From an optimization exercise on the open Yosys and OpenROAD flow, aimed at small area, a short achievable clock period and few clock cycles; shortcuts taken in it are not production practice. Where RTL was checked, it was by simulation tests only, not by an equivalence proof against the original. For runs 1, 2 and 6, only the layout was checked, not whether the RTL still works. Power and IR drop assume default switching activity.

==> flow/design.v <==
module iec61937_framer (
    input             clk,
    input             rst,
    input             cmd_valid,
    output            cmd_ready,
    input      [7:0]  cmd_op,
    input      [31:0] cmd_arg,
    input      [31:0] cmd_dur,
    input      [31:0] cmd_cap,
    input             au_valid,
    output            au_ready,
    input      [7:0]  au_data,
    output            out_valid,
    input             out_ready,
    output     [7:0]  out_data,
    output            rsp_valid,
    output     [3:0]  rsp_status,
    output     [31:0] rsp_out_len,
    output            rsp_consumed,
    output            mem_we,
    output            mem_re,
    output     [18:0] mem_addr,
    output     [7:0]  mem_wdata,
    input      [7:0]  mem_rdata
);
    localparam [3:0] ST_OK = 4'd0, ST_NULL = 4'd5, ST_DUR = 4'd6, ST_BUF = 4'd7, ST_BAD = 4'd8;
    localparam IDLE = 0, DEC = 1, CADD = 2, CCHK = 3, WR = 4, INTK = 5, PLAN0 = 6,
               FETCH = 7, EV = 8, PEND = 9, HDR = 10, SUB = 11, UPD = 12, RW0 = 13,
               ZC = 14, TERM = 15, PAY = 16, ZERO = 17, ZDONE = 18, FIN = 19, RESP = 20,
               EV0 = 21, PD = 22;
    localparam NS = 23;
    function [18:0] inc19(input [18:0] a);
        integer j;
        reg c;
        begin
            c = 1'b1;
            for (j = 0; j < 19; j = j + 1) begin
                inc19[j] = a[j] ^ c;
                c = c & a[j];
            end
        end
    endfunction
    function [18:0] dec19(input [18:0] a);
        integer j;
        reg b;
        begin
            b = 1'b1;
            for (j = 0; j < 19; j = j + 1) begin
                dec19[j] = a[j] ^ b;
                b = b & ~a[j];
            end
        end
    endfunction
    reg [NS-1:0] st;
    reg          rdy;              
    reg        c_op20, c_op21, c_op22, c_argok, c_a16, c_big, c_durbad, c_ge16k, c_ge64k;
    reg [18:0] L;                  
    reg        Lz;                 
    reg        f_open, f_rate16, f_pend, mode;
    reg [2:0]  count, head;
    reg [12:0] odur;
    reg [15:0] pcm;
    reg [18:0] A, S;
    reg        eq;                 
    reg [20:0] R1;                 
    reg [16:0] R2;                 
    reg        r2z;
    reg [31:0] E;                  
    wire [18:0] E_len = E[31:13];
    wire [12:0] E_dur = E[12:0];
    reg [2:0]  k, cur, tb, bc;
    reg        tsel, split, nt, stored_now, take_au, cw, emit, pfirst, f_fit, f_dur;
    reg [7:0]  O, K, hold;
    reg        O_v, K_v, s1_v, we_r, we_pass;
    reg [3:0]  r_status;
    reg        r_burst, r_consumed;
    wire can_direct = !K_v && !s1_v;
    wire can_ram    = !K_v || !s1_v;
    wire tok_imm    = (st[HDR] || st[SUB] || st[TERM] || (st[ZERO] && !r2z)) && can_direct;
    wire pay_ram    = st[PAY] && !r2z && !eq && can_ram;
    wire pay_au     = st[PAY] && !r2z && eq && take_au && !Lz && can_direct;
    wire free_in    = (st[INTK] || ((st[ZERO] || st[ZDONE]) && stored_now)) && !Lz;
    wire au_fire    = au_valid && (pay_au || free_in);
    wire pass_fire  = au_valid && pay_au;
    wire fetch_re   = st[FETCH] && (tb != 3'd4);
    wire r2_dec     = pay_ram || pass_fire || (st[ZERO] && tok_imm);
    wire [2:0]  n_sub  = k - {2'd0, f_pend};
    wire [3:0]  a0lo   = 4'd12 + {3'd0, f_pend} - {1'b0, k} - {3'd0, nt};
    wire [16:0] capx   = {f_rate16 ? 10'h1FF : 10'h07F, a0lo, 3'd0};    
    wire [16:0] per_m16 = f_rate16 ? 17'd65520 : 17'd16368;
    wire [17:0] per     = f_rate16 ? 18'd65536 : 18'd16384;
    reg  [20:0] x1;
    reg         neg1, cin1;
    always @(*) begin
        x1 = {2'd0, E_len}; neg1 = 1'b0; cin1 = 1'b0;
        if (st[FETCH]) begin                        
            x1 = 21'd8; neg1 = 1'b1; cin1 = 1'b1;
        end
        if (st[EV0] || st[EV]) begin                
            neg1 = 1'b1; cin1 = 1'b1;
        end
        if (st[PEND]) begin                         
            x1 = {4'd0, capx}; neg1 = 1'b1;
        end
        if (st[RW0]) begin                          
            x1 = {4'd0, per_m16}; neg1 = 1'b1; cin1 = 1'b1;
        end
        if (st[ZC]) begin                           
            x1 = {3'd0, per}; neg1 = 1'b1;
        end
    end
    wire [20:0] sum1 = R1 + (x1 ^ {21{neg1}}) + {20'd0, cin1};
    reg  [15:0] y2;
    always @(*) begin
        y2 = pcm;
        if (st[EV0] || st[EV])  y2 = {3'd0, R2[12:0]};
        if (st[WR])  y2 = {3'd0, odur};
    end
    wire [16:0] sum2 = (st[EV0] || st[EV]) ? {1'b0, y2} - {4'd0, E_dur} : {1'b0, y2} + {4'd0, E_dur};
    wire [4:0]  pd_lo = {1'b0, R2[6:3]} + {2'd0, n_sub} + {4'd0, |R2[2:0]} + 5'd1;
    wire [9:0]  pd_hi = pd_lo[4] ? R2[16:7] + 10'd1 : R2[16:7];
    wire [13:0] pd    = {pd_hi, pd_lo[3:0]};
    reg [7:0] imm;
    always @(*) begin
        imm = 8'h00;
        if (st[HDR]) begin
            case (bc)
                3'd0: imm = 8'hF8;
                3'd1: imm = 8'h72;
                3'd2: imm = 8'h4E;
                3'd3: imm = 8'h1F;
                3'd4: imm = f_rate16 ? 8'h18 : 8'h08;
                3'd5: imm = 8'h39;
                3'd6: imm = R1[15:8];
                default: imm = R1[7:0];
            endcase
        end else if (st[SUB]) begin
            case (bc)
                3'd0: imm = {3'd0, R1[20:16]};
                3'd1: imm = R1[15:8];
                3'd2: imm = R1[7:0];
                3'd3: imm = {5'd0, E_len[18:16]};
                3'd4: imm = E_len[15:8];
                3'd5: imm = E_len[7:0];
                3'd6: imm = pcm[15:8];
                default: imm = pcm[7:0];
            endcase
        end
    end
    wire [7:0] push_data = s1_v ? mem_rdata : (st[PAY] ? au_data : imm);
    wire       push      = (s1_v && !K_v) || tok_imm || pass_fire;
    wire       pop       = O_v && out_ready;
    assign cmd_ready    = rdy;
    assign au_ready     = pay_au || free_in;
    assign out_valid    = O_v;
    assign out_data     = O;
    assign rsp_valid    = st[RESP];
    assign rsp_status   = r_status;
    assign rsp_out_len  = {15'd0, r_burst & f_rate16, 1'b0, r_burst & ~f_rate16, 14'd0};
    assign rsp_consumed = r_consumed;
    assign mem_we       = we_r;
    assign mem_re       = pay_ram || fetch_re;
    assign mem_addr     = tsel ? {3'b111, 10'd0, cur, tb} : A;
    assign mem_wdata    = hold;
    wire [18:0] A_inc = (A == 19'h6FFFF) ? 19'd0 : inc19(A);
    wire [18:0] L_dec = dec19(L);
    wire [16:0] R2_dec = dec19({2'd0, R2});
    wire        store_ok = c_op21 && f_open && !c_durbad && (f_rate16 ? c_ge64k : c_ge16k)
                           && odur[12:10] == 3'd0 && count != 3'd5;
    wire        ev_take  = f_dur && (f_fit || (!R1[20] && |R1[19:3]));
    reg swap;
    always @(*) begin
        swap = 1'b0;
        if (st[DEC] && store_ok && !mode)
            swap = 1'b1;                                     
        if (st[PEND] && mode && !(k == 3'd0 && stored_now))
            swap = 1'b1;                                     
        if (st[PAY] && r2z && stored_now && !take_au)
            swap = 1'b1;                                     
    end
    reg [18:0] A_d, S_d, L_d;
    reg [16:0] R2_d;
    always @(*) begin
        A_d = A; S_d = S; L_d = L; R2_d = R2;
        if (st[DEC] && c_op20 && c_argok) begin
            A_d = A & 19'h6FFFF; S_d = A & 19'h6FFFF;
        end
        if (swap) begin
            A_d = S; S_d = A;
        end
        if (pay_ram) begin
            A_d = A_inc;
        end
        if (we_r && !tsel) begin
            A_d = A_inc;
            if (we_pass) S_d = A_inc;
        end
        if (au_fire) L_d = L_dec;
        if (rdy) L_d = cmd_arg[18:0];
        if (r2_dec) R2_d = R2_dec;
        if (st[DEC]) R2_d = {4'd0, E_dur};
        if (st[PLAN0]) R2_d = {4'd0, odur};
        if (st[EV] && ev_take) R2_d = sum2;
        if (st[PEND]) R2_d = split ? capx : ~sum1[16:0];
        if (st[PAY] && r2z) R2_d = R1[16:0];
    end
    reg [NS-1:0] stn;
    always @(posedge clk) begin
        if (st[DEC] && c_op20 && c_argok)
            eq <= 1'b1;
        else if (pay_ram || (we_r && !tsel && !we_pass))
            eq <= (A_inc == S);
        if (r2_dec)
            r2z <= (R2 == 17'd1);
        else if (st[PEND])
            r2z <= !split && (&sum1[16:0]);
        else if (st[PAY] && r2z)
            r2z <= 1'b0;
        if (rdy)
            Lz <= (cmd_arg[18:0] == 19'd0);
        else if (au_fire)
            Lz <= (L == 19'd1);
        A   <= A_d;
        S   <= S_d;
        L   <= L_d;
        R2  <= R2_d;
        if (swap) mode <= ~mode;
        if (st[PAY] && r2z && take_au) mode <= 1'b1;
        if (rdy) begin
            c_op20   <= cmd_op == 8'h20;
            c_op21   <= cmd_op == 8'h21;
            c_op22   <= cmd_op == 8'h22;
            c_argok  <= cmd_arg == 32'd4 || cmd_arg == 32'd16;
            c_a16    <= cmd_arg[4];
            c_big    <= |cmd_arg[31:19];
            c_durbad <= (|cmd_dur[31:13]) || (cmd_dur[12] && |cmd_dur[11:0]);
            c_ge16k  <= |cmd_cap[31:14];
            c_ge64k  <= |cmd_cap[31:16];
            E        <= {cmd_arg[18:0], cmd_dur[12:0]};
        end
        if (K_v) begin
            if (pop) begin
                O   <= K;
                K_v <= 1'b0;
            end
        end else if (push) begin
            if (!O_v || pop) begin
                O   <= push_data;
                O_v <= 1'b1;
            end else begin
                K   <= push_data;
                K_v <= 1'b1;
            end
        end else if (pop) begin
            O_v <= 1'b0;
        end
        s1_v <= pay_ram || (s1_v && K_v);
        if (tok_imm) bc <= bc + 3'd1;
        we_r    <= 1'b0;
        we_pass <= 1'b0;
        if (au_fire) begin
            hold    <= au_data;
            we_r    <= 1'b1;
            we_pass <= pass_fire;
        end
        if (st[FETCH]) begin
            tb <= tb + 3'd1;
            if (tb == 3'd0 && !cw && !emit)
                R1 <= sum1;                                  
            if (tb != 3'd0)
                E <= {E[23:0], mem_rdata};
        end
        stn = st;
        case (1'b1)
            st[IDLE], st[RESP]: begin
                if (cmd_valid)
                    stn = 1 << DEC;
                else
                    stn = 1 << IDLE;
            end
            st[DEC]: begin
                r_burst    <= 1'b0;
                r_consumed <= 1'b0;
                r_status   <= ST_OK;
                stored_now <= 1'b0;
                split      <= 1'b0;
                nt         <= 1'b0;
                emit       <= 1'b0;
                cw         <= 1'b0;
                take_au    <= 1'b0;
                R1         <= {2'd0, E_len};
                k          <= 3'd0;
                cur        <= head;
                stn        = 1 << RESP;
                if (c_op20) begin
                    if (c_argok) begin
                        f_open   <= 1'b1;
                        f_rate16 <= c_a16;
                        count    <= 3'd0;
                        odur     <= 13'd0;
                        pcm      <= 16'd0;
                        f_pend   <= 1'b0;
                    end else
                        r_status <= ST_NULL;
                end else if (c_op21) begin
                    if (!f_open)
                        r_status <= ST_NULL;
                    else if (c_durbad)
                        r_status <= ST_DUR;
                    else if (!(f_rate16 ? c_ge64k : c_ge16k))
                        r_status <= ST_BUF;
                    else if (odur[12:10] == 3'd0) begin
                        if (count == 3'd5)
                            r_status <= ST_BUF;
                        else if (count == 3'd0)
                            stn = 1 << CCHK;
                        else begin
                            cw   <= 1'b1;
                            tsel <= 1'b1;
                            tb   <= 3'd0;
                            stn  = 1 << FETCH;
                        end
                    end else
                        stn = 1 << PLAN0;
                end else if (c_op22) begin
                    f_open <= 1'b0;
                end else
                    r_status <= ST_BAD;
            end
            st[CADD]: begin
                R1  <= sum1;
                k   <= k + 3'd1;
                cur <= cur + 3'd1;
                if (k + 3'd1 == count)
                    stn = 1 << CCHK;
                else begin
                    tsel <= 1'b1;
                    tb   <= 3'd0;
                    stn  = 1 << FETCH;
                end
            end
            st[CCHK]: begin
                cw    <= 1'b0;
                E     <= {L, R2[12:0]};
                if (c_big || R1 > 21'd327680) begin
                    r_status <= ST_BUF;
                    stn      = 1 << RESP;
                end else begin
                    stored_now <= 1'b1;
                    r_consumed <= 1'b1;
                    cur        <= head + count;
                    count      <= count + 3'd1;
                    tsel       <= 1'b1;
                    tb         <= 3'd0;
                    stn        = 1 << WR;
                end
            end
            st[WR]: begin
                if (!we_r) begin
                    if (!emit)
                        odur <= sum2[12:0];
                    hold <= E[31:24];
                    E    <= {E[23:0], 8'd0};
                    we_r <= 1'b1;
                end else if (tb != 3'd3) begin
                    hold <= E[31:24];
                    E    <= {E[23:0], 8'd0};
                    we_r <= 1'b1;
                    tb   <= tb + 3'd1;
                end else begin
                    tsel <= 1'b0;
                    if (emit)
                        stn = 1 << ZC;
                    else if (odur[12:10] == 3'd0)
                        stn = 1 << INTK;
                    else
                        stn = 1 << PLAN0;
                end
            end
            st[INTK]: begin
                if (Lz)
                    stn = 1 << RESP;
            end
            st[PLAN0]: begin
                R1  <= {4'd0, f_rate16 ? 10'h1FF : 10'h07F, 4'd12 + {3'd0, f_pend}, 3'd0};
                k   <= 3'd0;
                cur <= head;
                if (count == 3'd0)
                    stn = 1 << PEND;
                else begin
                    tsel <= 1'b1;
                    tb   <= 3'd0;
                    stn  = 1 << FETCH;
                end
            end
            st[FETCH]: begin
                if (tb == 3'd4) begin
                    tsel <= 1'b0;
                    if (cw)
                        stn = 1 << CADD;
                    else if (!emit)
                        stn = 1 << EV0;
                    else if (pfirst)
                        stn = 1 << UPD;
                    else
                        stn = 1 << SUB;
                end
            end
            st[EV0]: begin
                f_fit <= !sum1[20];
                f_dur <= !sum2[16];
                stn   = 1 << EV;
            end
            st[EV]: begin
                if (ev_take) begin
                    R1  <= sum1;
                    k   <= k + 3'd1;
                    cur <= cur + 3'd1;
                    if (!f_fit) begin
                        split <= 1'b1;
                        stn   = 1 << PEND;
                    end else if (k + 3'd1 == count)
                        stn = 1 << PEND;
                    else begin
                        tsel <= 1'b1;
                        tb   <= 3'd0;
                        stn  = 1 << FETCH;
                    end
                end else begin
                    nt  <= 1'b1;
                    stn = 1 << PEND;
                end
            end
            st[PEND]: begin
                if (k == 3'd0 && stored_now)
                    stn = 1 << INTK;
                else begin
                    take_au <= stored_now && (k == count);
                    bc      <= 3'd0;
                    emit    <= 1'b1;
                    pfirst  <= f_pend;
                    stn     = 1 << PD;
                end
            end
            st[PD]: begin
                R1  <= {7'd0, pd};
                stn = 1 << HDR;
            end
            st[HDR]: begin
                if (tok_imm && bc == 3'd7) begin
                    R1 <= {15'd0, n_sub + 3'd2, 3'd0};
                    if (k == 3'd0)
                        stn = 1 << ZC;
                    else begin
                        cur  <= head;
                        tsel <= 1'b1;
                        tb   <= 3'd0;
                        stn  = 1 << FETCH;
                    end
                end
            end
            st[SUB]: begin
                if (tok_imm && bc == 3'd7)
                    stn = 1 << UPD;
            end
            st[UPD]: begin
                R1     <= sum1;
                pcm    <= sum2[15:0];
                k      <= k - 3'd1;
                pfirst <= 1'b0;
                if (k == 3'd1 && split)
                    stn = 1 << RW0;
                else begin
                    head  <= head + 3'd1;
                    count <= count - 3'd1;
                    if (k == 3'd1)
                        stn = 1 << ZC;
                    else begin
                        cur  <= head + 3'd1;
                        tsel <= 1'b1;
                        tb   <= 3'd0;
                        stn  = 1 << FETCH;
                    end
                end
            end
            st[RW0]: begin
                E     <= {sum1[18:0], 13'd0};
                cur   <= head;
                tsel  <= 1'b1;
                tb    <= 3'd0;
                stn   = 1 << WR;
            end
            st[ZC]: begin
                R1  <= split ? 21'd16 : ~sum1;
                stn = 1 << TERM;
            end
            st[TERM]: begin
                if (tok_imm && bc == 3'd7)
                    stn = 1 << PAY;
            end
            st[PAY]: begin
                if (r2z)
                    stn = 1 << ZERO;
            end
            st[ZERO]: begin
                if (r2z)
                    stn = 1 << ZDONE;
            end
            st[ZDONE]: begin
                if ((Lz || !stored_now) && !O_v && !K_v && !s1_v)
                    stn = 1 << FIN;
            end
            st[FIN]: begin
                odur[12:10] <= odur[12:10] - 3'd1;
                pcm[15:10]  <= pcm[15:10] - 6'd1;
                f_pend      <= split;
                r_burst     <= 1'b1;
                stn         = 1 << RESP;
            end
            default: stn = 1 << IDLE;
        endcase
        st  <= stn;
        rdy <= stn[IDLE] | stn[RESP];
        if (rst) begin
            st     <= 1 << IDLE;
            rdy    <= 1'b1;
            f_open <= 1'b0;
            O_v    <= 1'b0;
            K_v    <= 1'b0;
            s1_v   <= 1'b0;
            we_r   <= 1'b0;
            tsel   <= 1'b0;
        end
    end
endmodule
==> flow/run.sh <==
#!/bin/bash
# synth_recipe.tcl (not shown) runs the flow's synth.tcl, then flattens the netlist and writes it again
# the make line also repeats each setting of config.mk as NAME=value (left out here)
make -C /OpenROAD-flow-scripts/flow DESIGN_CONFIG=/design/flow/config.mk WORK_HOME=/design/flow/orfs CLKGATE_MAP_FILE= SYNTH_SCRIPT=/design/flow/synth_recipe.tcl finish
==> flow/config.mk <==
export PLATFORM = sky130hd
export DESIGN_NAME = iec61937_framer
export DESIGN_NICKNAME = iec61937_framer
export VERILOG_FILES = /design/flow/design.v
export SDC_FILE = /design/flow/constraint.sdc
export NUM_CORES = 4
export LEC_CHECK = 0
export CAP_MARGIN = 20
export CORE_MARGIN = 2
export CORE_UTILIZATION = 40
export PLACE_DENSITY = 0.6
export SETUP_SLACK_MARGIN = 2
export SLEW_MARGIN = 20
==> flow/constraint.sdc <==
create_clock -name core_clock -period 8.0 [get_ports {clk}]
set_input_delay 1.6000 -clock core_clock [delete_from_list [all_inputs] [get_ports {clk}]]
set_output_delay 1.6000 -clock core_clock [all_outputs]
set_load 0.01 [all_outputs]
==> results of run 1 <==
[cell type report]
cell class                      instances  area, um^2  area share, %
Multi-Input combinational cell       2116       13600           55.4
Sequential cell                       258        6570           26.7
Timing Repair Buffer                  215        2010           8.17
Clock buffer                           50        1020           4.17
Tap cell                              688         861           3.50
Inverter                              111         417           1.69
Clock inverter                         13         101          0.412
Antenna cell                            1        2.50         0.0102
[flip-flops by register name, indices dropped and copies added, names as in the netlist, 4 cells and up]
name      count
R2           17
hold          8
K             8
pcm          16
O             8
r_status      4
st           23
E            32
odur         13
L            19
S            19
A            19
R1           21
[logic make-up after synthesis]
| kind of cell | Yosys count | share of synthesized area, % |
|---|---|---|
| xor+xnor | 105 | 4.38 |
| buf+inv | 313 | 6.17 |
| fa+ha+maj | 124 | 7.52 |
| other cells | 1 | 0.0176 |
| flops | 258 | 30.7 |
| mux | 98 | 4.76 |
| simple gates | 866 | 19.2 |
| compound gates | 893 | 27.2 |
[timing repair]
| action | in CTS | in global routing |
|---|---|---|
| setup endpoints to repair | 0 | 1 |
| gates resized for setup | 0 | 1 |
| hold endpoints to repair | 0 | 0 |
[synthesized netlist by cell type, drive strengths merged (18+ instances only)]
| cell | n | area [um^2] |
|---|---|---|
| nand2 | 270 | 1020 |
| inv | 108 | 405 |
| nand2b | 32 | 200 |
| a221oi | 35 | 307 |
| nor3 | 59 | 307 |
| clkbuf | 135 | 508 |
| o211ai | 32 | 240 |
| xor2 | 49 | 429 |
| nand3 | 67 | 335 |
| o21ai | 255 | 1280 |
| nand4 | 24 | 150 |
| o22ai | 36 | 231 |
| a211oi | 75 | 568 |
| and3 | 19 | 119 |
| or3 | 18 | 113 |
| nor2 | 234 | 881 |
| a21oi | 214 | 1090 |
| nor4 | 44 | 290 |
| dfxtp | 119 | 2380 |
| o21a | 24 | 181 |
| edfxtp | 139 | 4170 |
| ha | 117 | 1460 |
| nor2b | 40 | 250 |
| xnor2 | 56 | 505 |
| mux2i | 80 | 813 |
| mux2 | 18 | 203 |
| a22oi | 31 | 233 |
| a31oi | 31 | 221 |
| buf | 67 | 392 |
[final timing paths]
kind	cells after the start	slack [ps]	endpoint
max	15	2160	R1[10]
min	0	420	f_rate16
max reg2reg	15	2160	R1[10]
min reg2reg	0	420	f_rate16
[critical path: stages (launching register included)]
cell and delay [ps]:
dfxtp_1 300, buf_4 220, inv_1 490, nand2_1 590, or3_1 510, fa_1 450, fa_1 530, a211oi_2 320
o21a_1 280, o21ai_0 140, xnor2_1 990, o21ai_0 360, a22oi_1 250, o21ai_0 100, o211ai_1 120, a21oi_1 80
[routing by layer]
metal / global-route usage, % / vias to the layer above / routed length (um)
met5: 0 / - / 31
met4: 16.5 / 4 / 5320
met3: 9.40 / 289 / 11400
met2: 48.7 / 1411 / 40000
met1: 45.4 / 10835 / 39100
li1: - / 9995 / -
[metrics by stage]
step                total power [mW]  setup slack (ps)  instances
floorplan                       2.91              3400       2687
global placement                3.70              2370       3388
detailed placement              3.73              2330       3388
CTS                             5.32              2300       3451
global route                    5.59              2140       3451
finish                          5.41              2160       3452
[power by group]
part / switching, mW / leakage, nW / internal, mW
Sequential: 0.289 / 2.26 / 1.53
Clock: 0.660 / 0.551 / 0.925
Combinational: 1.33 / 6.78 / 0.678
==> impl_metrics.yaml, run 1 <==
worst_setup_path:
  required_ps: 8450
  crit_type: "flip-flop to flip-flop"
  critPathLaunch: "st[7]"
  r2r_start: "st[7]"
  critPathCaptureType: "flip-flop"
  arrival_ps: 6290
  crit_path_max_fanout: 23
  start_kind: "flip-flop"
hold_path:
  min_from: "c_a16"
  hold_path.class: "flip-flop to flip-flop"
cells_and_area:
  drive_above_1_share_pct: 6.77
  final_util_pct: 46.7
  fill_cells: 5224
  layout_common_cells: "nand2_1, o21ai_0, nor2_1, a21oi_1, clkdlybuf4s50_1"
  area_growth_pct: 15.3
  nets: 2986
  final_common_cell: "nand2_1"
  fin_area_mm2: 0.0246
synth:
  ys.flop_type: "edfxtp_1"
  netlist_area_mm2: 0.0213
  avgSynthCellArea_um2: 8.03
  async_flop_share_pct: 0
  synth_seq_area_share_pct: 30.7
  ys_ff_latch: 258
  syn_inst: 2658
  yosysUniqueCellTypes: 100
  synth_edf_count: 139
  ys_warn_count: 1
global_route:
  first_global_vias: 21236
  grt_pass1_wl_mm: 140
  grt_max_degree: 80
  grt_use_total_pct: 33.5
  antenna_found_initial: 6
  grt-ovfl-total: 0
clock_tree:
  cts_htree_levels: 2
  numCtsBuffers: 35
  cts_setup_buffers: 0
  clock_path_buffers: 3
  cts_hold_buf: 0
  clock-sinks: 258
  clk_pin_slew_ps: 70
  clk-insertion-delay-late_ps: 570
  cts_root_buffer: "clkbuf_16"
  cts_tree: "done"
detailed_routing:
  firstDrtPassIters: 8
  viasPerCell: 6.53
  drtIter0Drc: 3098
  drc: 0
  wire_per_inst_um: 27.8
  num_vias: 22534
  ant_nets: 0
  drt_wl_total_mm: 95.9
pwr:
  max-vdd-ir-drop_mv: 0.150
  p_leak_nw: 9.59
  p_per_area_mw_per_mm2: 220
sta:
  fin_crit_ps: 5840
  tightest_slew_ps: 1260
  hold_violations: 0
  clock_skew_ps: 22.4
  slew_headroom_pct: 15.6
  fmax_mhz: 171
  fin_crit_sh_pct: 73.0
  whs_ps: 423
  rsz0062_at_grt: "false"
  finalSetupTns_ps: 0
  setup_violations: 0
  slew_violations: 0
floorplan:
  start_util_pct: 40.5
  core_area_mm2: 0.0527
  boundaryPins: 203
  die_area_mm2: 0.0552
  dieHeight_um: 235
  row_count: 84
  fp.dieW_um: 235
run_status:
  status: "finished clean"
run:
  maxCapViolCount: 0
place:
  io_buffer_count: 158
  place_congestion: 1.06
  placed_area_mm2: 0.0235
  dp_hpwl_mm: 70.8
==> run 2: changes to the inputs <==
--- a/flow/config.mk
+++ b/flow/config.mk
@@ -11,3 +11,3 @@
 export PLACE_DENSITY = 0.6
-export SETUP_SLACK_MARGIN = 2
+export SETUP_SLACK_MARGIN = 5
 export SLEW_MARGIN = 20
==> impl_metrics.yaml, run 2 <==
run_status:
  status: "finished clean"
synth:
  syn_inst: 2658
  synthTopCellsByCount: "nand2_1, o21ai_0, nor2_1"
  synth_top_area_share_pct: 19.6
  yosys-top-cells-area: "edfxtp_1, dfxtp_1, ha_1, o21ai_0, a21oi_1"
  ys_warn_count: 1
  async_flop_share_pct: 0
  yosys.area.top_type: "edfxtp_1"
  synth_edf_count: 139
  avgSynthCellArea_um2: 8.03
  yosysUniqueCellTypes: 100
  ys_ff_latch: 258
  synth_seq_area_share_pct: 30.7
  synth_most_common_cell: "nand2_1"
  netlist_area_mm2: 0.0213
  ys.flop_type: "edfxtp_1"
detailed_routing:
  drt_wl_total_mm: 103
  wire_per_inst_um: 28.1
  drtIter0Drc: 3250
  ant_nets: 0
  firstDrtPassIters: 9
  viasPerCell: 6.52
  drc: 0
  num_vias: 23823
sta:
  slew_violations: 0
  clock_skew_ps: 43.2
  hold_violations: 0
  finalSetupTns_ps: 0
  tightest_slew_ps: 1080
  whs_ps: 500
  fin_crit_sh_pct: 55.3
  fin_crit_ps: 4430
  slew_headroom_pct: 27.7
  rsz0062_at_grt: "true"
  setup_violations: 0
  fmax_mhz: 226
floorplan:
  row_count: 84
  fp.dieW_um: 235
  die_area_mm2: 0.0552
  core_area_mm2: 0.0527
  boundaryPins: 203
  dieHeight_um: 235
  start_util_pct: 40.5
cells_and_area:
  drive_above_1_share_pct: 25.0
  final_common_cell: "nand2_1"
  nets: 3189
  fill_cells: 4785
  multi_input_area_mm2: 0.0160
  layout_common_cells: "nand2_1, nor2_1, o21ai_0, a21oi_1, buf_4"
  largest-register: "E"
  regArea_mm2: 0.00661
  largest_reg_flops: 32
  reg.largest.list: "E: 32 flops, st: 23 flops, R1: 21 flops"
  area_growth_pct: 36.3
clock_tree:
  clk_pin_slew_ps: 60
  clock-sinks: 258
  cts_htree_levels: 2
  clock_path_buffers: 3
  cts_hold_buf: 0
  numCtsBuffers: 34
  cts_root_buffer: "clkbuf_16"
  cts_tree: "done"
  clk-insertion-delay-late_ps: 580
hold_path:
  hold_path.class: "flip-flop to flip-flop"
global_route:
  grt_max_degree: 65
  grt-ovfl-total: 0
  first_global_vias: 22082
  grt_use_total_pct: 35.0
  grt_pass1_wl_mm: 146
  antenna_found_initial: 5
place:
  io_buffer_count: 158
  dp_hpwl_mm: 71.1
  place_congestion: 1.05
pwr:
  p_leak_nw: 11.2
  p_per_area_mw_per_mm2: 243
  max-vdd-ir-drop_mv: 0.204
worst_setup_path:
  required_ps: 8450
  crit_type: "flip-flop to flip-flop"
  critPathCaptureType: "flip-flop"
  crit_path_max_fanout: 3
  start_kind: "flip-flop"
  arrival_ps: 4880
run:
  maxCapViolCount: 0
run 2: cell types whose count changed in the layout (fill, tap and decap cells not counted), moves of 20 or more:
cell             delta
a21oi_1            -31
o21ai_1            +37
nand2_1            -21
buf_4              +97
dlygate4sd2_1      +24
ha_4               +40
o21ai_2            +20
clkdlybuf4s50_1    -48
o21ai_0            -62
a21oi_2            +25
ha_1               -64
ha_2               +24
buf_6              +91
dfxtp_1            -22
run 2: area by class of cell:
class                           count  area share, %
Antenna cell                        3         0.0258
Clock buffer                       45           3.21
Clock inverter                     16          0.529
Inverter                          111           1.51
Multi-Input combinational cell   2116           54.9
Sequential cell                   258           22.7
Tap cell                          688           2.96
Timing Repair Buffer              418           14.1
Timing Repair inverter              1         0.0172
run 2: cells by family (layout without fill, tap and decap cells):
group                    after synthesis  count (layout)  synth area share, %
other                                  1              33               0.0176
adder cells (fa/ha/maj)              124             124                 7.52
flip-flops                           258             258                 30.7
buffers and inverters                313             591                 6.17
multiplexers                          98              98                 4.76
XOR/XNOR                             105             105                 4.38
AO/OA/AOI/OAI                        893             893                 27.2
AND/OR/NAND/NOR                      866             866                 19.2
run 2: timing repair:
| action | CTS | global route |
|---|---|---|
| pin swaps | 90 | 89 |
| setup endpoints to repair | 317 | 229 |
| gates cloned | 3 | 2 |
| buffers inserted | 147 | 52 |
| resized for setup | 413 | 199 |
run 2: final timing paths:
check / cells after the start / start / slack, ps / to
worst max register to register: 23 / f_pend / 3570 / R1[13]
worst min-delay path: 1 / tb[0] / 500 / tb[0]
worst max-delay path: 23 / f_pend / 3570 / R1[13]
worst min register to register: 1 / tb[0] / 500 / tb[0]
run 2: worst max-delay path, cell delays in order, from the launching register on:
cell and delay (ps):
edfxtp_1 420, fa_2 380, ha_4 180, inv_4 50, ha_4 210, o21ai_2 100
nor2_1 50, nor2_1 160, xor2_1 190, ha_2 320, o21a_4 250, o2111ai_4 280
buf_4 170, buf_6 80, buf_6 70, nor2_1 30, a221o_1 300, a211oi_2 270
buf_4 160, or3_4 130, a31oi_4 90, o22ai_2 210, a211oi_2 50, o2bb2ai_1 160
run 2: where the power goes:
| group | internal, mW | switching [mW] | total (mW) |
|---|---|---|---|
| clock network | 0.891 | 0.661 | 1.55 |
| registers | 1.53 | 0.300 | 1.83 |
| logic | 1.72 | 1.97 | 3.69 |
run 2: per-layer routing:
layer / vias to the layer above / track usage [%] / share of wire, %
met1: 11504 / 46.2 / 39
met2: 1549 / 52.0 / 43
li1: 10425 / - / -
met5: - / 0 / 0.023
met3: 341 / 10.3 / 12
met4: 4 / 17.5 / 6.1
run 2: through the flow:
stage          std cells  util (%)  setup slack, ps  cell area, um^2  total power [mW]
6_report            3656      55.2             3570            29100              7.07
5_1_grt             3653      55.2             3390            29100              7.24
4_1_cts             3599      52.9             3640            27800              6.49
3_5_place_dp        3388      46.0             2870            24200              3.90
3_3_place_gp        3388      46.0             2940            24200              3.88
2_1_floorplan       2687         -             3940            22300              3.07
==> run 3: changes to the inputs <==
--- a/flow/design.v
+++ b/flow/design.v
@@ -29,13 +29,9 @@
                ZC = 14, TERM = 15, PAY = 16, ZERO = 17, ZDONE = 18, FIN = 19, RESP = 20,
-               EV0 = 21, PD = 22;
-    localparam NS = 23;
+               EV0 = 21, PD = 22, PW = 23;
+    localparam NS = 24;
     function [18:0] inc19(input [18:0] a);
         integer j;
-        reg c;
         begin
-            c = 1'b1;
-            for (j = 0; j < 19; j = j + 1) begin
-                inc19[j] = a[j] ^ c;
-                c = c & a[j];
-            end
+            for (j = 0; j < 19; j = j + 1)
+                inc19[j] = a[j] ^ (&(a | ~((19'd1 << j) - 19'd1)));
         end
@@ -44,9 +40,5 @@
         integer j;
-        reg b;
         begin
-            b = 1'b1;
-            for (j = 0; j < 19; j = j + 1) begin
-                dec19[j] = a[j] ^ b;
-                b = b & ~a[j];
-            end
+            for (j = 0; j < 19; j = j + 1)
+                dec19[j] = a[j] ^ ~(|(a & ((19'd1 << j) - 19'd1)));
         end
@@ -86,4 +78,4 @@
     wire r2_dec     = pay_ram || pass_fire || (st[ZERO] && tok_imm);
-    wire [2:0]  n_sub  = k - {2'd0, f_pend};
-    wire [3:0]  a0lo   = 4'd12 + {3'd0, f_pend} - {1'b0, k} - {3'd0, nt};
+    reg  [3:0]  a0lo;              
+    reg  [2:0]  n1;                
     wire [16:0] capx   = {f_rate16 ? 10'h1FF : 10'h07F, a0lo, 3'd0};    
@@ -119,3 +111,3 @@
     wire [16:0] sum2 = (st[EV0] || st[EV]) ? {1'b0, y2} - {4'd0, E_dur} : {1'b0, y2} + {4'd0, E_dur};
-    wire [4:0]  pd_lo = {1'b0, R2[6:3]} + {2'd0, n_sub} + {4'd0, |R2[2:0]} + 5'd1;
+    wire [4:0]  pd_lo = {1'b0, R2[6:3]} + {2'd0, n1} + {4'd0, |R2[2:0]};
     wire [9:0]  pd_hi = pd_lo[4] ? R2[16:7] + 10'd1 : R2[16:7];
@@ -208,2 +200,4 @@
     always @(posedge clk) begin
+        a0lo <= 4'd12 + {3'd0, f_pend} - {1'b0, k} - {3'd0, nt};
+        n1   <= k - {2'd0, f_pend} + 3'd1;
         if (st[DEC] && c_op20 && c_argok)
@@ -388,3 +382,3 @@
                 if (count == 3'd0)
-                    stn = 1 << PEND;
+                    stn = 1 << PW;
                 else begin
@@ -420,5 +414,5 @@
                         split <= 1'b1;
-                        stn   = 1 << PEND;
+                        stn   = 1 << PW;
                     end else if (k + 3'd1 == count)
-                        stn = 1 << PEND;
+                        stn = 1 << PW;
                     else begin
@@ -430,5 +424,6 @@
                     nt  <= 1'b1;
-                    stn = 1 << PEND;
+                    stn = 1 << PW;
                 end
             end
+            st[PW]: stn = 1 << PEND;
             st[PEND]: begin
@@ -450,3 +445,3 @@
                 if (tok_imm && bc == 3'd7) begin
-                    R1 <= {15'd0, n_sub + 3'd2, 3'd0};
+                    R1 <= {15'd0, n1 + 3'd1, 3'd0};
                     if (k == 3'd0)
==> impl_metrics.yaml, run 3 <==
worst_setup_path:
  r2r_start: "st[21]"
  timing.rr.end: "R1[18]"
  crit_path_max_fanout: 7
  start_kind: "flip-flop"
  arrival_ps: 4620
  r2r_slack_ps: 3820
  critPathCaptureType: "flip-flop"
  crit_type: "flip-flop to flip-flop"
  r2r_cells: 17
  required_ps: 8440
synth:
  avgSynthCellArea_um2: 7.79
  ys.flop_type: "edfxtp_1"
  ys_warn_count: 1
  async_flop_share_pct: 0
  yosys-top-cells-area: "edfxtp_1, dfxtp_1, o21ai_0, a21oi_1, nand2_1"
  yosysUniqueCellTypes: 96
  synth_most_common_cell: "nand2_1"
  synthSimpleGateAreaFrac_pct: 21.0
  yosys.area.top_type: "edfxtp_1"
  synthAdderAreaFrac_pct: 5.19
  synth_top_family_by_area: "compound AO/OA/AOI/OAI gates"
  synthTopCellsByCount: "nand2_1, nor2_1, o21ai_0"
  synth-compound-area-share_pct: 27.3
  synth_edf_count: 139
  synthMuxAreaShare_pct: 4.52
  syn_inst: 2840
  netlist_area_mm2: 0.0221
  ys_ff_latch: 266
  synth_top_area_share_pct: 18.9
  synth_seq_area_share_pct: 30.4
  synthXorXnorAreaFrac_pct: 5.52
floorplan:
  start_util_pct: 40.3
  dieHeight_um: 239
  row_count: 86
  fp.dieW_um: 239
  core_area_mm2: 0.0549
  boundaryPins: 203
  die_area_mm2: 0.0572
detailed_routing:
  drtIter0Drc: 3474
  num_vias: 25653
  drc: 0
  viasPerCell: 6.61
  firstDrtPassIters: 9
  wire_per_inst_um: 28.9
  ant_nets: 0
  drt_wl_total_mm: 112
sta:
  setup_violations: 0
  slew_headroom_pct: 26.7
  slew_violations: 0
  fin_crit_ps: 4180
  tightest_slew_ps: 1100
  rsz0062_at_grt: "true"
  clock_skew_ps: 21.9
  fin_crit_sh_pct: 52.3
  fmax_mhz: 239
  hold_violations: 0
  finalSetupTns_ps: 0
hold_path:
  whs_path_depth: 0
  min_from: "c_a16"
  hold_path.class: "flip-flop to flip-flop"
  hold_path_end: "f_rate16"
global_route:
  grt_use_total_pct: 37.6
  antenna_found_initial: 5
  first_global_vias: 23583
  grt_pass1_wl_mm: 159
  grt_max_degree: 65
  grt-ovfl-total: 0
clock_tree:
  numCtsBuffers: 34
  cts_hold_buf: 0
  clk_pin_slew_ps: 70
  clock-sinks: 266
  clock_path_buffers: 3
  cts_tree: "done"
  cts_htree_levels: 2
  clk-insertion-delay-late_ps: 570
  cts_root_buffer: "clkbuf_16"
pwr:
  p_per_area_mw_per_mm2: 256
  power.total_mw: 7.68
  p_leak_nw: 11.4
  max-vdd-ir-drop_mv: 0.223
run:
  maxCapViolCount: 0
cells_and_area:
  layout_common_cells: "nand2_1, nor2_1, buf_4, o21ai_0, a21oi_1"
  final_common_cell: "nand2_1"
  largest_reg_flops: 32
  drive_above_1_share_pct: 24.8
  nets: 3364
  largest-register: "E"
  fill_cells: 5067
  area_growth_pct: 35.5
  reg.largest.list: "E: 32 flops, st: 24 flops, R1: 21 flops"
place:
  dp_hpwl_mm: 76.8
  place_congestion: 1.04
  io_buffer_count: 158
run_status:
  status: "finished clean"
run 3: cell type report:
| class | count | area (um^2) | area share [%] |
|---|---|---|---|
| multi-input combinational | 2286 | 16200 | 54.1 |
| clock inverter | 18 | 210 | 0.702 |
| timing repair buffer | 472 | 4560 | 15.2 |
| tap | 704 | 881 | 2.94 |
| inverter | 92 | 378 | 1.26 |
| clock buffer | 42 | 901 | 3.01 |
| sequential | 266 | 6800 | 22.7 |
| antenna | 1 | 2.50 | 0.00835 |
run 3: power breakdown:
group          internal [mW]  switching [mW]  total, mW  leakage, nW
clock                  0.934           0.679       1.61        0.541
combinational           1.90            2.25       4.15         8.47
sequential              1.59           0.323       1.91         2.35
run 3: metal layers:
metal	part of all wire (%)	track usage (%)	up-vias
li1	-	-	11084
met1	39	49.3	12342
met2	43	56.1	1835
met3	12	10.1	386
met4	6.4	20.4	6
met5	0.037	0.173	-
run 3: worst max-delay path by stage:
stage	from	endpoint	cells past startpoint
6_report	st[21]	R1[18]	17
5_1_grt	st[8]	R1[18]	19
4_1_cts	st[9]	R1[19]	16
3_5_place_dp	st[21]	R1[18]	15
3_3_place_gp	st[21]	R1[18]	15
2_1_floorplan	st[21]	r2z	17
run 3: kinds of logic (layout without fill, tap and decap cells):
group	count (synthesis)	after routing
AOI/OAI and AO/OA	950	950
other	1	31
xor gates and xnor gates	137	138
DFF	266	266
and+or+nand+nor	983	984
buffers and inverters	319	624
muxes	97	97
adders and majority gates	87	87
run 3: metrics by stage:
step / cell area (um^2) / cells / utilization [%] / worst slack (ps) / hold slack [ps]
3_5_place_dp: 24500 / 3584 / 44.6 / 2600 / 405
6_report: 30000 / 3881 / 54.6 / 3820 / 420
5_1_grt: 30000 / 3880 / 54.6 / 3700 / 437
4_1_cts: 28600 / 3807 / 52.1 / 3940 / 418
3_3_place_gp: 24500 / 3584 / 44.6 / 2670 / 402
2_1_floorplan: 22400 / 2869 / - / 4190 / 400
run 3: worst max-delay path, stage by stage, from the launching register on:
cell,delay (ps)
dfxtp_4,360
or3_4,430
or2_4,290
fa_2,370
fa_2,370
a211oi_2,280
o211ai_1,230
nand4_1,250
buf_4,150
buf_6,100
a31o_4,140
o211ai_1,70
buf_4,180
a22oi_2,160
o211a_1,180
a211oi_1,50
nor4_1,330
nor3_1,90
run 3: repair_timing:
item / in CTS / in global routing
resized for setup: 523 / 192
endpoints found under the setup margin: 312 / 213
setup buffers: 156 / 73
pin swaps: 132 / 108
gates cloned: 7 / 0
Testbench counts of run 3, summed over its fixed seeds: cycles 3,718,747.
==> run 4: changes to the inputs <==
--- a/flow/design.v
+++ b/flow/design.v
@@ -29,4 +29,4 @@
                ZC = 14, TERM = 15, PAY = 16, ZERO = 17, ZDONE = 18, FIN = 19, RESP = 20,
-               EV0 = 21, PD = 22, PW = 23;
-    localparam NS = 24;
+               EV0 = 21, PD = 22, PW = 23, EV1 = 24, CADD0 = 25, UPL = 26, ZC0 = 27;
+    localparam NS = 28;
     function [18:0] inc19(input [18:0] a);
@@ -83,30 +83,10 @@
     wire [17:0] per     = f_rate16 ? 18'd65536 : 18'd16384;
-    reg  [20:0] x1;
-    reg         neg1, cin1;
-    always @(*) begin
-        x1 = {2'd0, E_len}; neg1 = 1'b0; cin1 = 1'b0;
-        if (st[FETCH]) begin                        
-            x1 = 21'd8; neg1 = 1'b1; cin1 = 1'b1;
-        end
-        if (st[EV0] || st[EV]) begin                
-            neg1 = 1'b1; cin1 = 1'b1;
-        end
-        if (st[PEND]) begin                         
-            x1 = {4'd0, capx}; neg1 = 1'b1;
-        end
-        if (st[RW0]) begin                          
-            x1 = {4'd0, per_m16}; neg1 = 1'b1; cin1 = 1'b1;
-        end
-        if (st[ZC]) begin                           
-            x1 = {3'd0, per}; neg1 = 1'b1;
-        end
-    end
-    wire [20:0] sum1 = R1 + (x1 ^ {21{neg1}}) + {20'd0, cin1};
-    reg  [15:0] y2;
-    always @(*) begin
-        y2 = pcm;
-        if (st[EV0] || st[EV])  y2 = {3'd0, R2[12:0]};
-        if (st[WR])  y2 = {3'd0, odur};
-    end
-    wire [16:0] sum2 = (st[EV0] || st[EV]) ? {1'b0, y2} - {4'd0, E_dur} : {1'b0, y2} + {4'd0, E_dur};
+    reg  [20:0] X;
+    reg         cx;
+    reg  [16:0] Y;
+    reg         cy, sel_r2, sel_odur;
+    wire [20:0] sum1 = R1 + X + {20'd0, cx};
+    wire [16:0] y2   = sel_r2 ? {4'd0, R2[12:0]} : sel_odur ? {4'd0, odur} : {1'b0, pcm};
+    wire [16:0] sum2 = y2 + Y + {16'd0, cy};
+    wire [3:0]  a0lo_c = 4'd12 + {3'd0, f_pend} - {1'b0, k} - {3'd0, nt};
     wire [4:0]  pd_lo = {1'b0, R2[6:3]} + {2'd0, n1} + {4'd0, |R2[2:0]};
@@ -200,3 +180,3 @@
     always @(posedge clk) begin
-        a0lo <= 4'd12 + {3'd0, f_pend} - {1'b0, k} - {3'd0, nt};
+        a0lo <= a0lo_c;
         n1   <= k - {2'd0, f_pend} + 3'd1;
@@ -261,4 +241,8 @@
             tb <= tb + 3'd1;
-            if (tb == 3'd0 && !cw && !emit)
-                R1 <= sum1;                                  
+            if (tb == 3'd0) begin
+                X  <= ~21'd8;                                
+                cx <= 1'b1;
+            end
+            if (tb == 3'd1 && !cw && !emit)
+                R1 <= sum1;
             if (tb != 3'd0)
@@ -338,2 +322,6 @@
                 E     <= {L, R2[12:0]};
+                Y        <= {4'd0, R2[12:0]};
+                cy       <= 1'b0;
+                sel_r2   <= 1'b0;
+                sel_odur <= 1'b1;
                 if (c_big || R1 > 21'd327680) begin
@@ -366,3 +354,3 @@
                     if (emit)
-                        stn = 1 << ZC;
+                        stn = 1 << ZC0;
                     else if (odur[12:10] == 3'd0)
@@ -393,3 +381,3 @@
                     if (cw)
-                        stn = 1 << CADD;
+                        stn = 1 << CADD0;
                     else if (!emit)
@@ -397,3 +385,3 @@
                     else if (pfirst)
-                        stn = 1 << UPD;
+                        stn = 1 << UPL;
                     else
@@ -403,2 +391,11 @@
             st[EV0]: begin
+                X        <= ~{2'd0, E_len};
+                cx       <= 1'b1;
+                Y        <= ~{4'd0, E_dur};
+                cy       <= 1'b1;
+                sel_r2   <= 1'b1;
+                sel_odur <= 1'b0;
+                stn      = 1 << EV1;
+            end
+            st[EV1]: begin
                 f_fit <= !sum1[20];
@@ -407,2 +404,22 @@
             end
+            st[CADD0]: begin
+                X   <= {2'd0, E_len};
+                cx  <= 1'b0;
+                stn = 1 << CADD;
+            end
+            st[SUB], st[UPL]: begin
+                X        <= {2'd0, E_len};
+                cx       <= 1'b0;
+                Y        <= {4'd0, E_dur};
+                cy       <= 1'b0;
+                sel_r2   <= 1'b0;
+                sel_odur <= 1'b0;
+                if (st[UPL] || (tok_imm && bc == 3'd7))
+                    stn = 1 << UPD;
+            end
+            st[ZC0]: begin
+                X   <= ~{3'd0, (f_rate16 ? 18'd65536 : 18'd16384)};
+                cx  <= 1'b0;
+                stn = 1 << ZC;
+            end
             st[EV]: begin
@@ -427,3 +444,7 @@
             end
-            st[PW]: stn = 1 << PEND;
+            st[PW]: begin
+                X   <= ~{4'd0, f_rate16 ? 10'h1FF : 10'h07F, a0lo_c, 3'd0};
+                cx  <= 1'b0;
+                stn = 1 << PEND;
+            end
             st[PEND]: begin
@@ -447,3 +468,3 @@
                     if (k == 3'd0)
-                        stn = 1 << ZC;
+                        stn = 1 << ZC0;
                     else begin
@@ -456,6 +477,2 @@
             end
-            st[SUB]: begin
-                if (tok_imm && bc == 3'd7)
-                    stn = 1 << UPD;
-            end
             st[UPD]: begin
@@ -465,2 +482,4 @@
                 pfirst <= 1'b0;
+                X  <= ~{4'd0, per_m16};
+                cx <= 1'b1;
                 if (k == 3'd1 && split)
@@ -471,3 +490,3 @@
                     if (k == 3'd1)
-                        stn = 1 << ZC;
+                        stn = 1 << ZC0;
                     else begin
--- a/flow/config.mk
+++ b/flow/config.mk
@@ -13 +13,2 @@
 export SLEW_MARGIN = 20
+export TNS_END_PERCENT = 15
==> impl_metrics.yaml, run 4 <==
synth:
  synth_top_area_share_pct: 19.8
  async_flop_share_pct: 0
  synth_most_common_cell: "nand2_1"
  netlist_area_mm2: 0.0233
  syn_inst: 2951
  yosys.area.top_type: "edfxtp_1"
  ys_warn_count: 1
  synthTopCellsByCount: "nand2_1, o21ai_0, nor2_1"
  yosysUniqueCellTypes: 90
  ys_ff_latch: 307
  yosys-top-cells-area: "edfxtp_1, dfxtp_1, o21ai_0, nand2_1, a21oi_1"
  synth_edf_count: 154
  ys.flop_type: "edfxtp_1"
  synth_seq_area_share_pct: 33.0
  avgSynthCellArea_um2: 7.90
detailed_routing:
  num_vias: 25372
  viasPerCell: 6.50
  drt_wl_total_mm: 114
  firstDrtPassIters: 7
  drtIter0Drc: 3265
  drc: 0
  wire_per_inst_um: 29.3
  ant_nets: 0
clock_tree:
  numCtsBuffers: 40
  cts_root_buffer: "clkbuf_16"
  cts_tree: "done"
  clock_path_buffers: 3
  clk-insertion-delay-late_ps: 590
  clock-sinks: 307
  clk_pin_slew_ps: 70
  cts_htree_levels: 2
cells_and_area:
  drive_above_1_share_pct: 14.9
  final_common_cell: "nand2_1"
  regArea_mm2: 0.00777
  multi_input_area_mm2: 0.0153
  fill_cells: 5577
  largest-register: "E"
  layout_common_cells: "nand2_1, o21ai_0, nor2_1, a21oi_1, edfxtp_1"
  largest_reg_flops: 32
  reg.largest.list: "E: 32 flops, st: 28 flops"
  area_growth_pct: 22.8
  nets: 3314
sta:
  tightest_slew_ps: 1130
  setup_violations: 0
  whs_ps: 434
  clock_skew_ps: 21.9
  finalWorstSetupSlack_ps: 4370
  fin_crit_sh_pct: 45.4
  slew_violations: 0
  finalSetupTns_ps: 0
  hold_violations: 0
  fin_crit_ps: 3630
  slew_headroom_pct: 23.7
  fmax_mhz: 276
  rsz0062_at_grt: "true"
floorplan:
  core_area_mm2: 0.0577
  fp.dieW_um: 245
  die_area_mm2: 0.0602
  start_util_pct: 40.4
  dieHeight_um: 245
  row_count: 88
  boundaryPins: 203
global_route:
  grt_use_total_pct: 36.7
  first_global_vias: 23498
  grt-ovfl-total: 0
  grt_max_degree: 66
  grt_pass1_wl_mm: 163
  antenna_found_initial: 2
worst_setup_path:
  start_kind: "flip-flop"
  cpPeakStageDelay_ps: 460
  path_cells: "nand2b_4 > or4_4 > a31oi_4 > buf_2"
  crit_family: "simple AND/OR/NAND/NOR gates"
  crit_path_max_fanout: 3
  critPathBufInv: 1
  crit_type: "flip-flop to output port"
  required_ps: 6400
  arrival_ps: 2030
  critical-path-slowest-cell: "edfxtp_1"
  critPathCaptureType: "output port"
place:
  io_buffer_count: 158
  pre_cts_ws_ps: 3550
  place_congestion: 1.02
  dp_hpwl_mm: 82.1
run:
  maxCapViolCount: 0
pwr:
  p_per_area_mw_per_mm2: 263
  p_leak_nw: 10.6
  max-vdd-ir-drop_mv: 0.508
run_status:
  status: "finished clean"
hold_path:
  hold_path.class: "flip-flop to flip-flop"
[run 4: cell count changes after synthesis, moves of 13 or more]
| cell | delta |
|---|---|
| edfxtp_1 | +15 |
| nand2_1 | +26 |
| dfxtp_1 | +26 |
| a221oi_1 | -20 |
| o21ai_0 | +47 |
| a211oi_1 | +13 |
[run 4: power by group]
part / switching, mW / internal, mW
Combinational: 2.09 / 1.36
Sequential: 0.330 / 1.83
Clock: 0.787 / 1.15
Total: 3.20 / 4.34
[run 4: worst register-to-register path, cell delays in order (launching register included)]
cell	delay, ps
edfxtp_1	460
mux2i_1	180
o21ai_2	160
fa_2	220
inv_2	40
fa_2	340
nor2b_2	130
o21a_1	190
o21ai_2	100
a2111oi_4	410
buf_4	190
a21oi_4	60
a21oi_2	180
mux2i_2	340
o221ai_1	170
o211a_1	150
[run 4: cell type report]
type                       instances  share of cell area [%]
multi-input combinational       2354                    53.5
sequential                       307                    27.1
timing repair buffer             315                    10.1
clock buffer                      53                    3.91
tap                              765                    3.34
inverter                          87                    1.17
clock inverter                    20                   0.835
antenna                            4                  0.0350
[run 4: logic make-up after synthesis]
group / after synthesis / synth area share, %
and+or+nand+nor: 1042 / 21.1
other: 1 / 0.0161
adders and majority gates: 84 / 4.80
DFF: 307 / 33.0
AOI/OAI and AO/OA: 975 / 26.3
muxes: 98 / 4.36
xor gates and xnor gates: 125 / 4.70
buffers and inverters: 319 / 5.73
[run 4: final timing paths]
path | startpoint | to | slack (ps) | depth (start not counted)
setup / recovery | r2z | au_ready | 4370 | 4
hold / removal | c_a16 | f_rate16 | 430 | 0
setup reg to reg | sel_odur | R2[16] | 4450 | 15
hold reg to reg | c_a16 | f_rate16 | 430 | 0
[run 4: per-layer routing]
layer	part of all wire, %	track usage, %	up-vias
li1	-	-	11152
met1	41	49.0	12227
met2	42	53.9	1644
met3	11	9.42	349
met4	6.2	20.2	0
met5	0	0	-
[run 4: stage by stage]
step | util [%] | cell area (um^2) | instances | power, mW
2_1_floorplan | - | 23500 | 2980 | 3.58
3_3_place_gp | 44.3 | 25600 | 3741 | 4.85
3_5_place_dp | 44.4 | 25600 | 3742 | 4.87
4_1_cts | 48.8 | 28100 | 3878 | 7.19
5_1_grt | 49.6 | 28600 | 3901 | 7.73
6_report | 49.6 | 28600 | 3905 | 7.54
[run 4: repair_timing]
item / 4_1_cts / 5_1_grt
endpoints found under the setup margin: 325 / 281
hold buffers: 0 / 0
endpoints found under the hold margin: 0 / 0
setup buffers: 63 / 23
gates resized for setup: 242 / 88
pin swaps: 56 / 30
Testbench counts of run 4, summed over its fixed seeds: cycles 3,719,236.
==> run 5: changes to the inputs <==
--- a/flow/config.mk
+++ b/flow/config.mk
@@ -13,2 +13 @@
 export SLEW_MARGIN = 20
-export TNS_END_PERCENT = 15
==> impl_metrics.yaml, run 5 <==
global_route:
  antenna_found_initial: 7
  grt_pass1_wl_mm: 162
  grt_max_degree: 66
  grt_use_total_pct: 36.2
  grt-ovfl-total: 0
  first_global_vias: 24089
clock_tree:
  clock_path_buffers: 3
  cts_htree_levels: 2
  clk_pin_slew_ps: 60
  clk-insertion-delay-late_ps: 580
  numCtsBuffers: 41
  cts_tree: "done"
  cts_hold_buf: 0
  clock-sinks: 307
  cts_root_buffer: "clkbuf_16"
synth:
  yosys-top-cells-area: "edfxtp_1, dfxtp_1, o21ai_0, nand2_1, a21oi_1"
  synth_most_common_cell: "nand2_1"
  yosysUniqueCellTypes: 90
  netlist_area_mm2: 0.0233
  ys.flop_type: "edfxtp_1"
  synth_seq_area_share_pct: 33.0
  syn_inst: 2951
  synth_top_area_share_pct: 19.8
  yosys.area.top_type: "edfxtp_1"
  synth_edf_count: 154
  synthTopCellsByCount: "nand2_1, o21ai_0, nor2_1"
  ys_ff_latch: 307
  avgSynthCellArea_um2: 7.90
  ys_warn_count: 1
  async_flop_share_pct: 0
sta:
  hold_violations: 0
  fin_crit_ps: 3620
  rsz0062_at_grt: "true"
  clock_skew_ps: 31.6
  fin_crit_sh_pct: 45.3
  whs_ps: 427
  slew_headroom_pct: 33.9
  setup_violations: 0
  tightest_slew_ps: 981
  finalWorstSetupSlack_ps: 4380
  finalSetupTns_ps: 0
  slew_violations: 0
  fmax_mhz: 276
floorplan:
  dieHeight_um: 245
  die_area_mm2: 0.0602
  core_area_mm2: 0.0577
  row_count: 88
  start_util_pct: 40.4
  boundaryPins: 203
  fp.dieW_um: 245
pwr:
  p_per_area_mw_per_mm2: 268
  max-vdd-ir-drop_mv: 0.370
  power.total_mw: 8.01
  p_leak_nw: 11.2
worst_setup_path:
  critical-path-slowest-cell: "edfxtp_1"
  required_ps: 6400
  crit_path_max_fanout: 2
  start_kind: "flip-flop"
  critPathCaptureType: "output port"
  crit_type: "flip-flop to output port"
  path_cells: "nand2b_4 > or4_4 > a31oi_4 > buf_6"
  arrival_ps: 2020
  cpPeakStageDelay_ps: 480
cells_and_area:
  final_common_cell: "nand2_1"
  drive_above_1_share_pct: 19.5
  largest-register: "E"
  largest_reg_flops: 32
  layout_common_cells: "nand2_1, o21ai_0, nor2_1, a21oi_1, buf_4"
  area_growth_pct: 28.2
  nets: 3387
  final_util_pct: 51.8
  reg.largest.list: "E: 32 flops, st: 28 flops"
  fin_area_mm2: 0.0299
  finalNonFillerCells: 3981
hold_path:
  hold_path.class: "flip-flop to flip-flop"
detailed_routing:
  drc: 0
  viasPerCell: 6.54
  firstDrtPassIters: 7
  num_vias: 26053
  ant_nets: 0
  wire_per_inst_um: 28.5
  drtIter0Drc: 3350
  drt_wl_total_mm: 113
run:
  maxCapViolCount: 0
place:
  pre_cts_ws_ps: 3510
  placed_cells: 3739
  dp_hpwl_mm: 78.7
  placed_area_mm2: 0.0256
  place_congestion: 1.04
  io_buffer_count: 158
run_status:
  status: "finished clean"
run 5: cell types whose count changed in the layout (fill, tap and decap cells not counted), moves of 12 or more:
| cell | previous run | this run |
|---|---|---|
| a211oi_1 | 60 | 48 |
| a211oi_2 | 5 | 17 |
| dlygate4sd2_1 | 1 | 24 |
| clkdlybuf4s50_1 | 137 | 110 |
| o21ai_0 | 299 | 281 |
| buf_4 | 131 | 177 |
| o21ai_1 | 18 | 30 |
| buf_6 | 22 | 49 |
run 5: final timing paths:
path | from | end | depth (start not counted) | slack (ps)
hold reg to reg | c_a16 | f_rate16 | 0 | 430
setup / recovery | r2z | au_ready | 4 | 4380
hold / removal | c_a16 | f_rate16 | 0 | 430
setup reg to reg | sel_odur | R2[16] | 15 | 4420
run 5: worst max-delay path: cells and delay by family (launching register included):
kind	cells	cell delay (ps)
AOI/OAI and AO/OA	1	170
buffers and inverters	1	130
DFF	1	480
and+or+nand+nor	2	660
run 5: what timing repair did:
| item | in CTS | in global routing |
|---|---|---|
| pin swaps | 83 | 77 |
| resized for setup | 369 | 152 |
| hold endpoints to repair | 0 | 0 |
| cloned | 1 | 1 |
| setup endpoints to repair | 309 | 193 |
| setup buffers | 111 | 48 |
run 5: kinds of logic after synthesis:
| family | count (synthesis) | share of synthesized area, % |
|---|---|---|
| other cells | 1 | 0.0161 |
| buf+inv | 319 | 5.73 |
| mux | 98 | 4.36 |
| fa+ha+maj | 84 | 4.80 |
| xor+xnor | 125 | 4.70 |
| compound gates | 975 | 26.3 |
| flops | 307 | 33.0 |
| simple gates | 1042 | 21.1 |
run 5: routing by layer:
metal | GRT usage [%] | wire (um) | share of wire [%]
met1 | 47.6 | 44700 | 39
met2 | 52.8 | 46800 | 41
met3 | 9.37 | 13600 | 12
met4 | 22.4 | 8180 | 7.2
met5 | 0 | 53 | 0.047
run 5: power breakdown:
part           switching [mW]  total (mW)  internal (mW)
logic                    2.22        3.90           1.68
clock network           0.776        1.93           1.15
registers               0.353        2.18           1.83
run 5: layout make-up:
cell class / count / area [um^2]
inverter: 87 / 342
antenna: 6 / 15.0
multi-input combinational: 2355 / 15800
tap: 765 / 957
timing repair buffer: 386 / 3580
fill: 5514 / 27800
sequential: 307 / 7770
clock buffer: 58 / 1170
clock inverter: 17 / 201
==> run 6: changes to the inputs <==
--- a/flow/design.v
+++ b/flow/design.v
@@ -72,7 +72,8 @@
     wire pay_ram    = st[PAY] && !r2z && !eq && can_ram;
-    wire pay_au     = st[PAY] && !r2z && eq && take_au && !Lz && can_direct;
-    wire free_in    = (st[INTK] || ((st[ZERO] || st[ZDONE]) && stored_now)) && !Lz;
+    reg  free_st, pass_st, fre;     
+    wire pay_au     = pass_st && !r2z && eq && !Lz && can_direct;
+    wire free_in    = free_st && !Lz;
     wire au_fire    = au_valid && (pay_au || free_in);
     wire pass_fire  = au_valid && pay_au;
-    wire fetch_re   = st[FETCH] && (tb != 3'd4);
+    wire fetch_re   = fre;
     wire r2_dec     = pay_ram || pass_fire || (st[ZERO] && tok_imm);
@@ -172,5 +173,4 @@
         if (r2_dec) R2_d = R2_dec;
-        if (st[DEC]) R2_d = {4'd0, E_dur};
-        if (st[PLAN0]) R2_d = {4'd0, odur};
-        if (st[EV] && ev_take) R2_d = sum2;
+        if ((st[EV] && ev_take) || (st[FETCH] && tb == 3'd1 && !cw && !emit && k == 3'd0))
+            R2_d = sum2;
         if (st[PEND]) R2_d = split ? capx : ~sum1[16:0];
@@ -259,2 +259,6 @@
             st[DEC]: begin
+                Y          <= {4'd0, E_dur};
+                cy         <= 1'b0;
+                sel_r2     <= 1'b0;
+                sel_odur   <= 1'b1;
                 r_burst    <= 1'b0;
@@ -321,7 +325,3 @@
                 cw    <= 1'b0;
-                E     <= {L, R2[12:0]};
-                Y        <= {4'd0, R2[12:0]};
-                cy       <= 1'b0;
-                sel_r2   <= 1'b0;
-                sel_odur <= 1'b1;
+                E     <= {L, Y[12:0]};
                 if (c_big || R1 > 21'd327680) begin
@@ -366,2 +366,6 @@
             st[PLAN0]: begin
+                Y          <= 17'd0;
+                cy         <= 1'b0;
+                sel_r2     <= 1'b0;
+                sel_odur   <= 1'b1;
                 R1  <= {4'd0, f_rate16 ? 10'h1FF : 10'h07F, 4'd12 + {3'd0, f_pend}, 3'd0};
@@ -536,2 +540,5 @@
         st  <= stn;
+        free_st <= stn[INTK] || ((stn[ZERO] || stn[ZDONE]) && stored_now);
+        pass_st <= stn[PAY] && take_au;
+        fre     <= stn[FETCH] && (!st[FETCH] || tb != 3'd3);
         rdy <= stn[IDLE] | stn[RESP];
@@ -546,2 +553,5 @@
             tsel   <= 1'b0;
+            free_st <= 1'b0;
+            pass_st <= 1'b0;
+            fre    <= 1'b0;
         end
--- a/flow/config.mk
+++ b/flow/config.mk
@@ -13 +13,2 @@
 export SLEW_MARGIN = 20
+export TNS_END_PERCENT = 15
==> impl_metrics.yaml, run 6 <==
run_status:
  status: "finished clean"
detailed_routing:
  drc: 0
  viasPerCell: 6.48
  ant_nets: 0
  drtIter0Drc: 3268
  firstDrtPassIters: 7
  drt_wl_total_mm: 108
  wire_per_inst_um: 28.1
  num_vias: 24876
cells_and_area:
  fill_cells: 5552
  largest-register: "E"
  nets: 3252
  fin_area_mm2: 0.0284
  largest_reg_flops: 32
  reg.largest.list: "E: 32 flops, st: 28 flops"
  layout_common_cells: "o21ai_0, nand2_1, nor2_1, a21oi_1, edfxtp_1"
  final_common_cell: "o21ai_0"
  area_growth_pct: 22.5
  antennaDiodeCount: 0
  drive_above_1_share_pct: 14.5
floorplan:
  core_area_mm2: 0.0576
  start_util_pct: 40.3
  row_count: 88
  die_area_mm2: 0.0600
  fp.dieW_um: 245
  dieHeight_um: 245
  boundaryPins: 203
synth:
  avgSynthCellArea_um2: 8.03
  ys.flop_type: "dfxtp_1"
  synthTopCellsByCount: "nand2_1, o21ai_0, nor2_1"
  yosys-top-cells-area: "edfxtp_1, dfxtp_1, o21ai_0, nand2_1, nor2_1"
  syn_inst: 2890
  ys_warn_count: 1
  synth_seq_area_share_pct: 33.4
  async_flop_share_pct: 0
  synth_top_area_share_pct: 19.9
  yosysUniqueCellTypes: 105
  ys_ff_latch: 310
  netlist_area_mm2: 0.0232
  yosys.area.top_type: "edfxtp_1"
  synth_most_common_cell: "nand2_1"
  synth_edf_count: 154
pwr:
  max-vdd-ir-drop_mv: 0.524
  p_leak_nw: 10.7
  p_per_area_mw_per_mm2: 256
worst_setup_path:
  critical-path-slowest-cell: "or4_4"
  crit_family: "compound AO/OA/AOI/OAI gates"
  crit_type: "flip-flop to flip-flop"
  cpPeakStageDelay_ps: 460
  path_cells: "fa_2 > inv_2 > fa_2 > nor2b_4 > o31a_1 > or4_4 > a21oi_4 > xor2_2 > buf_6 > mux2_4 > a22oi_2 > o221ai_4 > a31oi_1 > a31oi_1"
  required_ps: 8450
  start_kind: "flip-flop"
  crit_path_max_fanout: 3
  critPathBufInv: 2
  arrival_ps: 4120
  critPathCaptureType: "flip-flop"
global_route:
  grt_pass1_wl_mm: 155
  antenna_found_initial: 0
  grt_max_degree: 74
  grt_use_total_pct: 34.8
  first_global_vias: 22989
  grt-ovfl-total: 0
clock_tree:
  numCtsBuffers: 39
  cts_tree: "done"
  clock-sinks: 310
  cts_hold_buf: 0
  clock_path_buffers: 3
  clk-insertion-delay-late_ps: 580
  cts_htree_levels: 2
  cts_root_buffer: "clkbuf_16"
  clk_pin_slew_ps: 60
sta:
  hold_violations: 0
  fin_crit_ps: 3670
  setup_violations: 0
  slew_violations: 0
  slew_headroom_pct: 27.0
  tightest_slew_ps: 1080
  rsz0062_at_grt: "true"
  fmax_mhz: 273
  fin_crit_sh_pct: 45.9
  finalSetupTns_ps: 0
  clock_skew_ps: 13.5
hold_path:
  hold_path.class: "flip-flop to flip-flop"
place:
  io_buffer_count: 158
  place_congestion: 0.989
  placed_area_mm2: 0.0255
  dp_hpwl_mm: 77.0
run:
  maxCapViolCount: 0
## run 6: cell count changes in the layout (fill, tap and decap cells not counted), moves of 17 or more
| cell | before | now |
|---|---|---|
| o21ai_1 | 30 | 11 |
| dlygate4sd2_1 | 24 | 0 |
| clkdlybuf4s50_1 | 110 | 150 |
| buf_6 | 49 | 12 |
| a21oi_1 | 211 | 194 |
| nand2_1 | 321 | 293 |
| nand3_1 | 66 | 88 |
| buf_4 | 177 | 124 |
## run 6: kinds of logic after synthesis
logic type      after synthesis  synth area share [%]
fa+ha+maj                    84                  4.82
mux                         109                  4.93
xor+xnor                    108                  4.17
buf+inv                     303                  5.47
other cells                   1                0.0162
simple gates               1041                  21.5
compound gates              934                  25.7
flops                       310                  33.4
## run 6: what timing repair did
action	in CTS	in global routing
pin swaps	18	49
buffers inserted	42	31
gates resized for setup	123	132
endpoints found under the hold margin	0	0
endpoints found under the setup margin	365	350
## run 6: area by class of cell
type / count / area, um^2 / area share (%)
Timing Repair Buffer: 300 / 2800 / 9.86
Clock buffer: 53 / 1110 / 3.91
Tap cell: 765 / 957 / 3.37
Inverter: 86 / 334 / 1.18
Clock inverter: 18 / 215 / 0.757
Multi-Input combinational cell: 2306 / 15200 / 53.5
Sequential cell: 310 / 7790 / 27.4
## run 6: metrics by stage
stage                     hold slack, ps  utilization [%]  power, mW  cells  setup slack (ps)
after floorplan                      400                -       3.47   2919              4800
after global placement               408             44.3       4.73   3694              3530
after detailed placement             409             44.3       4.74   3694              3660
after CTS                            420             47.9       6.90   3807              4310
after global routing                 430             49.4       7.44   3838              4250
final                                419             49.4       7.27   3838              4330
## run 6: power breakdown
| part | internal [mW] | switching, mW | leakage [nW] |
|---|---|---|---|
| combinational | 1.21 | 1.93 | 7.36 |
| clock | 1.13 | 0.763 | 0.648 |
| sequential | 1.84 | 0.388 | 2.70 |
| total | 4.19 | 3.08 | 10.7 |
## run 6: path summary, 6_finish.rpt
kind | endpoint | startpoint | slack (ps) | cells past startpoint
hold reg to reg | f_rate16 | c_a16 | 420 | 0
hold / removal | f_rate16 | c_a16 | 420 | 0
setup reg to reg | R1[8] | R1[0] | 4330 | 14
setup / recovery | R1[8] | R1[0] | 4330 | 14
## run 6: metal layers
layer | track usage (%) | up-vias | routed length [um]
li1 | - | 10958 | -
met1 | 47.4 | 12088 | 44200
met2 | 51.0 | 1539 | 45100
met3 | 8.32 | 291 | 11900
met4 | 17.7 | 0 | 6570
met5 | 0 | - | 0

## separate check: timing with driven ports
How much do the figures lean on ideal ports? The routed layouts below were timed once more, with nothing changed but the port constraints. Step 1, drivers: a clkbuf_16 drives clk and a buf_2 each remaining input, both assumed. Step 2 adds t to the input delays and takes it off the output delays; t is the mean of the earliest and latest rising clock arrival at the registers after step 1. Input paths then give back, and output paths get back, about the clock's delay inside the block. a / b / c = ideal ports / drivers / drivers and shift; a / b = the first two.
run | t (ns) | setup WS [ns] | clock arrival spread, ns | pins driven straight from the clock port
run 1 | 0.618 | 2.160 / 2.160 / 2.160 | 0.022 / 0.022 | 1
run 2 | 0.620 | 3.574 / 3.574 / 3.574 | 0.044 / 0.044 | 1
run 3 | 0.617 | 3.818 / 3.818 / 3.818 | 0.023 / 0.023 | 1
run 4 | 0.647 | 4.371 / 4.303 / 4.051 | 0.022 / 0.022 | 1
run 5 | 0.633 | 4.378 / 4.312 / 4.361 | 0.032 / 0.031 | 1
run 6 | 0.627 | 4.331 / 4.331 / 3.921 | 0.015 / 0.015 | 1
After both steps setup and hold are still met in every run listed. The setup slack of run 6, which loses most, moves by 0.000 ns with the drivers and by -0.410 ns with both steps.
